This design comes from an exercise in tuning for small area, a short achievable clock period and few clock cycles on the open sky130 flow, not from production work. In this exercise RTL edits were held to simulation tests only and were not proved equivalent to the original. Power is estimated from default activity; no workload was simulated.

==> design.v <==
module live_timer #(
    parameter integer NT = 16
) (
    input  wire        clk,
    input  wire        rst,             
    input  wire        cmd_valid,
    input  wire [1:0]  cmd_op,          
    input  wire [3:0]  cmd_slot,
    input  wire [6:0]  cmd_node,
    input  wire [7:0]  cmd_fidx,
    input  wire [31:0] cmd_tmo,
    output wire        cmd_ready,
    output wire        idle,
    output reg         alert_valid,
    output reg  [3:0]  alert_slot,
    output reg  [6:0]  alert_node,
    output reg  [7:0]  alert_fidx,
    output reg         rd_valid,
    output reg  [31:0] rd_rem
);
    localparam [1:0] OP_CONFIG = 2'd0,
                     OP_KICK   = 2'd1,
                     OP_TICK   = 2'd2,
                     OP_READ   = 2'd3;
    reg  [NT-1:0]     slot_act;
    reg  [NT-1:0]     slot_big;
    reg  [6:0]        slot_node [0:NT-1];
    reg  [7:0]        slot_fidx [0:NT-1];
    reg  [30:0]       slot_tmo  [0:NT-1];
    reg  [31:0]       slot_rem  [0:NT-1];
    reg  [NT-1:0]     pend;           
    reg               ready_q;
    reg               idle_q;
    assign cmd_ready = ready_q;
    assign idle      = idle_q;
    reg         c_v;
    reg  [1:0]  c_op;
    reg  [3:0]  c_slot;
    reg  [6:0]  c_node;
    reg  [7:0]  c_fidx;
    reg  [31:0] c_tmo;
    reg         c_act, c_big;
    wire accept   = cmd_valid & ready_q;
    wire in_tick  = accept & (cmd_op == OP_TICK);
    always @(posedge clk) begin
        if (rst) c_v <= 1'b0;
        else     c_v <= accept;
        c_op   <= cmd_op;
        c_slot <= cmd_slot;
        c_node <= cmd_node;
        c_fidx <= cmd_fidx;
        c_tmo  <= cmd_tmo;
        c_act  <= ~cmd_tmo[31] & (|cmd_tmo[30:0]);
        c_big  <= ~cmd_tmo[31] & (cmd_tmo[30:0] > 31'd1000);
    end
    wire do_cfg   = c_v & (c_op == OP_CONFIG);
    wire do_kick  = c_v & (c_op == OP_KICK);
    wire do_tick  = c_v & (c_op == OP_TICK);
    wire do_read  = c_v & (c_op == OP_READ);
    wire [NT-1:0] neg;
    wire [NT-1:0] neg_next;
    wire          pend_any = |pend;
    wire [NT-1:0] src      = pend_any ? pend : neg;
    wire [NT-1:0] src_low  = src & (~src + 1'b1);
    reg  [3:0]  a_slot;
    reg  [6:0]  a_node;
    reg  [7:0]  a_fidx;
    integer i;
    always @* begin
        a_slot = 4'd0; a_node = 7'd0; a_fidx = 8'd0;
        for (i = 0; i < NT; i = i + 1)
            if (src_low[i]) begin
                a_slot = a_slot | i[3:0];
                a_node = a_node | slot_node[i];
                a_fidx = a_fidx | slot_fidx[i];
            end
    end
    wire [NT-1:0] src_rest  = src & ~src_low;
    wire [NT-1:0] pend_next = pend_any ? (src_rest | (do_tick ? neg : {NT{1'b0}}))
                                       : (do_tick ? src_rest : {NT{1'b0}});
    wire [NT-1:0] pend_left = pend_next & (pend_next - 1'b1);
    wire left_any  = |pend_left;
    wire left_2    = |(pend_left & (pend_left - 1'b1));
    wire nn_any    = |neg_next;
    wire [NT-1:0] nn_r1 = neg_next & (neg_next - 1'b1);
    wire nn_2      = |nn_r1;
    wire nn_3      = |(nn_r1 & (nn_r1 - 1'b1));
    wire pn_any    = |pend_next;
    wire ready_nx  = ~in_tick ? ~left_2 :
                     pn_any   ? ~(left_2 | nn_2 | (left_any & nn_any)) : ~nn_3;
    always @(posedge clk) begin
        if (rst) begin
            pend        <= {NT{1'b0}};
            ready_q     <= 1'b1;
            idle_q      <= 1'b1;
            alert_valid <= 1'b0;
            rd_valid    <= 1'b0;
        end else begin
            pend        <= pend_next;
            ready_q     <= ready_nx;
            idle_q      <= ~|pend_next & ~accept;
            alert_valid <= pend_any | (do_tick & (|neg));
            alert_slot  <= a_slot;
            alert_node  <= a_node;
            alert_fidx  <= a_fidx;
            rd_valid    <= do_read;
            rd_rem      <= slot_rem[c_slot];
        end
    end
    genvar g;
    generate
        for (g = 0; g < NT; g = g + 1) begin : g_slot
            wire        cfg   = do_cfg & (c_slot == g);
            wire        kick  = do_kick & slot_act[g] &
                                (slot_node[g] == c_node) &
                                (slot_fidx[g] == c_fidx);
            wire        tick  = do_tick & slot_act[g];
            wire [30:0] tmo_d = cfg ? c_tmo[30:0] : slot_tmo[g];
            wire        neg_g = slot_rem[g][31];
            wire        ld    = cfg | kick | (tick & neg_g & slot_big[g]);
            wire        s1k   = tick & neg_g & ~slot_big[g];
            wire        low   = ~|slot_rem[g][31:3] &
                                ~(slot_rem[g][2] & (slot_rem[g][1] | slot_rem[g][0]));
            wire [32:0] bor;
            assign bor[0] = 1'b0;
            genvar j;
            for (j = 0; j < 32; j = j + 1) begin : g_b
                if (j == 0 || j == 2)
                    assign bor[j+1] = ~slot_rem[g][j] | bor[j];
                else
                    assign bor[j+1] = ~slot_rem[g][j] & bor[j];
            end
            wire [31:0] dflip = {bor[31:1], 1'b0} ^ 32'd5;   
            wire [31:0] x     = slot_rem[g] ^ (dflip & {32{tick}});
            wire [31:0] rem_nx = ld ? {cfg & c_tmo[31], tmo_d} : s1k ? 32'd1000 : x;
            assign neg[g]      = slot_act[g] & neg_g;
            assign neg_next[g] = ~cfg & ~kick & slot_act[g] &
                                 (do_tick ? (~neg_g & low) : neg_g);
            always @(posedge clk) begin
                if (rst) begin
                    slot_act[g] <= 1'b0;
                end else if (cfg) begin
                    slot_act[g] <= c_act;
                    slot_big[g] <= c_big;
                    slot_node[g] <= c_node;
                    slot_fidx[g] <= c_fidx;
                end
                slot_tmo[g] <= tmo_d;
                slot_rem[g] <= rem_nx;
            end
        end
    endgenerate
endmodule
==> flow/run.sh <==
#!/bin/bash
set -euo pipefail
bash standard.sh SETUP_SLACK_MARGIN=6.8 finish > standard_flow.log 2>&1
==> standard.sh <==
#!/bin/bash
# synth_recipe.tcl (not shown) runs the flow's synth.tcl, then flattens the netlist and writes it again
# the make line also repeats each setting of config.mk as NAME=value (left out here)
make -C /OpenROAD-flow-scripts/flow DESIGN_CONFIG=/design/flow/config.mk WORK_HOME=/design/flow/orfs CLKGATE_MAP_FILE= SYNTH_SCRIPT=/design/flow/synth_recipe.tcl "${@:-finish}"
==> config.mk <==
export PLATFORM = sky130hd
export DESIGN_NAME = live_timer
export DESIGN_NICKNAME = live_timer
export VERILOG_FILES = /design/flow/design.v
export SDC_FILE = /design/flow/constraint.sdc
export NUM_CORES = 4
export LEC_CHECK = 0
export CAP_MARGIN = 20
export CORE_MARGIN = 2
export CORE_UTILIZATION = 40
export SLEW_MARGIN = 20
export TNS_END_PERCENT = 10
==> constraint.sdc <==
create_clock -name core_clock -period 10.0 [get_ports {clk}]
set_input_delay 2.0000 -clock core_clock [delete_from_list [all_inputs] [get_ports {clk}]]
set_output_delay 2.0000 -clock core_clock [all_outputs]
set_load 0.01 [all_outputs]
==> run notes <==
report_power, final:
part / switching (mW) / total (mW) / leakage (nW) / internal, mW
clock: 2.45 / 5.81 / 2.52 / 3.36
combinational: 0.682 / 1.19 / 15.9 / 0.513
sequential: 0.460 / 6.61 / 11.8 / 6.15
path summary, 6_finish.rpt:
| path | startpoint | depth (start not counted) | slack, ns | end |
|---|---|---|---|---|
| setup / recovery | c_node[4]$_DFF_P_ | 15 | 6.30 | ready_q$_SDFF_PP1_ |
| hold / removal | slot_tmo[15][6]$_DFF_P_ | 2 | 0.45 | slot_tmo[15][6]$_DFF_P_ |
| setup reg to reg | c_node[4]$_DFF_P_ | 15 | 6.30 | ready_q$_SDFF_PP1_ |
| hold reg to reg | slot_tmo[15][6]$_DFF_P_ | 2 | 0.45 | slot_tmo[15][6]$_DFF_P_ |
worst max-delay path, cell delays in order, from the launching register on:
cell and delay (ns):
dfxtp_4 0.38, buf_12 0.15, buf_4 0.13, buf_4 0.12, xor2_1 0.14, nor3_2 0.40, nand3_1 0.22, o21ai_4 0.25
nor3b_4 0.11, nor4_4 0.16, buf_6 0.17, a31oi_4 0.08, maj3_2 0.31, o32a_1 0.31, or4_4 0.49, o221ai_2 0.17
cell type report:
| cell class | instances | area, um^2 |
|---|---|---|
| Tap cell | 2030 | 2540 |
| Clock inverter | 58 | 655.6 |
| Timing Repair Buffer | 467 | 4352 |
| Fill cell | 13960 | 77490 |
| Sequential cell | 1407 | 31380 |
| Clock buffer | 215 | 4467 |
| Inverter | 244 | 919.6 |
| Multi-Input combinational cell | 3790 | 29740 |
per-stage QoR:
step                      instance area, um^2  hold slack (ns)  utilization, %
after global routing                    74050           0.4669           48.87
after floorplan                         61100           0.4186               -
after CTS                               72200           0.4508           47.64
after global placement                  64480           0.4321           42.55
after detailed placement                64500           0.4365           42.56
final                                   74050           0.4537           48.87
registers in the layout (all words and copies together) (netlist names), 16 cells and up:
name	count
c_tmo	32
pend	16
slot_fidx	128
slot_act	16
slot_node	112
slot_big	16
slot_tmo	496
slot_rem	512
rd_rem	32
repair_timing:
action / 4_1_cts / 5_1_grt
setup buffers: 112 / 112
endpoints found under the setup margin: 689 / 341
cloned: 10 / 5
resized for setup: 385 / 191
pin swaps: 61 / 79
logic make-up after synthesis:
kind of cell | share of synthesized area (%)
multiplexers | 8.867
adder cells (fa/ha/maj) | 0.4133
buffers and inverters | 3.734
AND/OR/NAND/NOR | 11.19
flip-flops | 51.34
AO/OA/AOI/OAI | 15.92
XOR/XNOR | 8.536
cells in the final DEF, fill, tap and decap left out, types with 150 or more instances in the layout:
cell type / netlist / final
a22oi_1: 209 / 203
buf_4: 2 / 291
clkbuf_16: 0 / 160
dfxtp_1: 1100 / 1036
edfxtp_1: 307 / 307
inv_1: 243 / 242
mux2_2: 296 / 296
mux2i_1: 206 / 206
nand2_1: 233 / 198
nor2_1: 294 / 255
nor3_1: 189 / 150
o22ai_1: 218 / 216
xnor2_1: 252 / 252
xor2_1: 341 / 339
routing by layer:
metal	share of wire (%)	wire, um	global-route usage [%]
met5	0.093	235	0.7389
met1	42	105600	43.41
met3	12	31410	9.387
met4	4.6	11590	12.51
met2	41	104900	44.94
==> Flow_metrics.wiki <==
{| class="wikitable"
! Metric !! Value
|-
| Synthesized flop and latch total || around 1400
|-
| Worst min-delay path category || flip-flop to flip-flop
|-
| Die extent in x || ~390 um
|-
| Antenna-violating nets left || 0
|-
| Net count of the mapped netlist || about 5800
|-
| Clock tree from TritonCTS || built
|-
| WS Path Type || flip-flop to flip-flop
|-
| Cell accounting for the most synthesized area || dfxtp_1
|-
| Largest net degree at the start of global routing || 43
|-
| Post-placement cell count || around 7700
|-
| H-tree level count || 4
|-
| Skew final || between 0.04 and 0.05 ns
|-
| Leading cell type by number of instances after synthesis || dfxtp_1
|-
| Total length of routed wires || 253.7 mm
|-
| Total leakage power || between 30 and 40 nW
|-
| WL per Instance || 30.90 um
|-
| Endpoint arrival time on the critical path || about 4.4 ns
|-
| Most frequently used flop master after synthesis || dfxtp_1
|-
| Slew Viols, Final || 0
|-
| Hold Vio Cnt, Final || 0
|-
| Port-buffer cells || 110
|-
| Power per Cell Area || approximately 180 nW/um^2
|-
| Average vias per placed instance || a little over 6
|-
| Count of pins on the block boundary || 111
|-
| Critical path fanouts, max || 8
|-
| Synth Instances || just under 6000
|-
| Total power of the final layout || ~14 mW
|-
| Number of distinct library cells after synthesis || 93
|-
| Die area || ~160000 um^2
|-
| # setup viols final || 0
|-
| Initial antenna violation count || 25
|-
| Result of the run || timing/DRC/antenna clean
|-
| GRT Overall Usage || between 30% and 40%
|-
| Net count, final || 6134
|-
| Post-placement setup slack || 4.622 ns
|-
| Highest attainable clock frequency || around 270 MHz
|-
| Vias in the first global route || roughly 47000
|-
| Max-Slew Margin vs Limit || 21.80%
|-
| Count of TritonRoute iterations in the first routing pass || 10
|-
| Min setup slack post-route || about 6.3 ns
|-
| Transition time at the pin with the least slew margin || between 1 and 1.5 ns
|-
| Latest clock arrival within the worst-skew pair || between 0.8 and 0.9 ns
|-
| Non-Filler Instances || between 8000 and 9000
|-
| Avg Inst Size Synth || 10.53 um^2
|-
| Wire length of the first global-routing pass || about 350 mm
|-
| Total DRC errors in the routed layout || 0
|-
| Yosys top cell area share || between 30 and 40%
|-
| Asr flop ratio synth || 0%
|-
| Unrepaired setup endpoints after global routing || true
|-
| Initial standard-cell utilization of the core || 40.15%
|-
| Most area-consuming cells after synthesis || dfxtp_1, edfxtp_1, mux2_2
|-
| Number of enable-type register cells in the synthesized netlist || roughly 300
|-
| Share of layout cells above drive strength 1 || 21.66%
|-
| Bufs on Longest Clock Path || 3
|-
| CTS Root Cell || clkbuf_16
|-
| Hold_buf cts || 0
|-
| Via count of the routed design || approximately 51000
|-
| Crit end category || flip-flop
|-
| Sinks on the clock net || 1407
|-
| Total inserted antenna cells || 0
|-
| # Max-Cap Violations || 0
|-
| 1st-iter DRT viols || ~6700
|-
| Time the final worst path needs with I/O delays and setup || between 3 and 4 ns
|-
| Post-route setup TNS || 0 ns
|-
| Commonest cells post-synth || dfxtp_1, xor2_1, edfxtp_1
|-
| Post-synthesis instance area || 60850 um^2
|-
| Clock-pin transition on the worst setup and hold timing paths || roughly 0.06 ns
|-
| Worst-case vdd ir drop || approximately 0.00014 V
|-
| Crit share post-route || roughly 37%
|-
| Std-Cell Core Area || between 150000 and 200000 um^2
|-
| Critical path data required time || ~11 ns
|-
| Die H || 394.0 um
|-
| Remaining global-route overflow || 0
|-
| Total CTS buffers || between 150 and 200
|-
| Placer's final routability congestion estimate || approximately 1.0
|-
| HPWL after DPL || 175.6 mm
|-
| Row Count || approximately 140
|-
| Warnings from Yosys || 5
|-
| Portion of the post-synthesis area used by sequential elements || around half
|-
| Kind of start point of the critical path || flip-flop
|-
| Relative area change from synthesis to final layout || 21.70%
|}
Testbench counts, summed over its fixed seeds: cycles 24,044.

[what the ideal ports hide]
How much do the figures lean on ideal ports? The routed layout below was timed once more, with nothing changed but the port constraints. Step 1 (the two cells are an assumption about what drives the block):
set clk [get_ports {clk}]
set_driving_cell -lib_cell sky130_fd_sc_hd__clkbuf_16 $clk
set_driving_cell -lib_cell sky130_fd_sc_hd__buf_2 [delete_from_list [all_inputs] $clk]
Step 2 adds t to the input delays and takes it off the output delays; t is the mean of the earliest and latest rising clock arrival at the registers after step 1. Input paths then give back, and output paths get back, about the clock's delay inside the block. Slacks: ideal ports / drivers / drivers and shift; pairs: ideal ports / drivers.
t, ns: 0.885
setup slack, ns: 6.296 / 6.296 / 5.659
latest minus earliest clock arrival (ns): 0.047 / 0.048
worst register clock-pin slew, ns: 0.07 / 0.07
cell pins on the clock port's net: 1
After both steps setup and hold are still met in this run. The setup slack of this run moves by 0.000 ns with the drivers and by -0.637 ns with both steps.
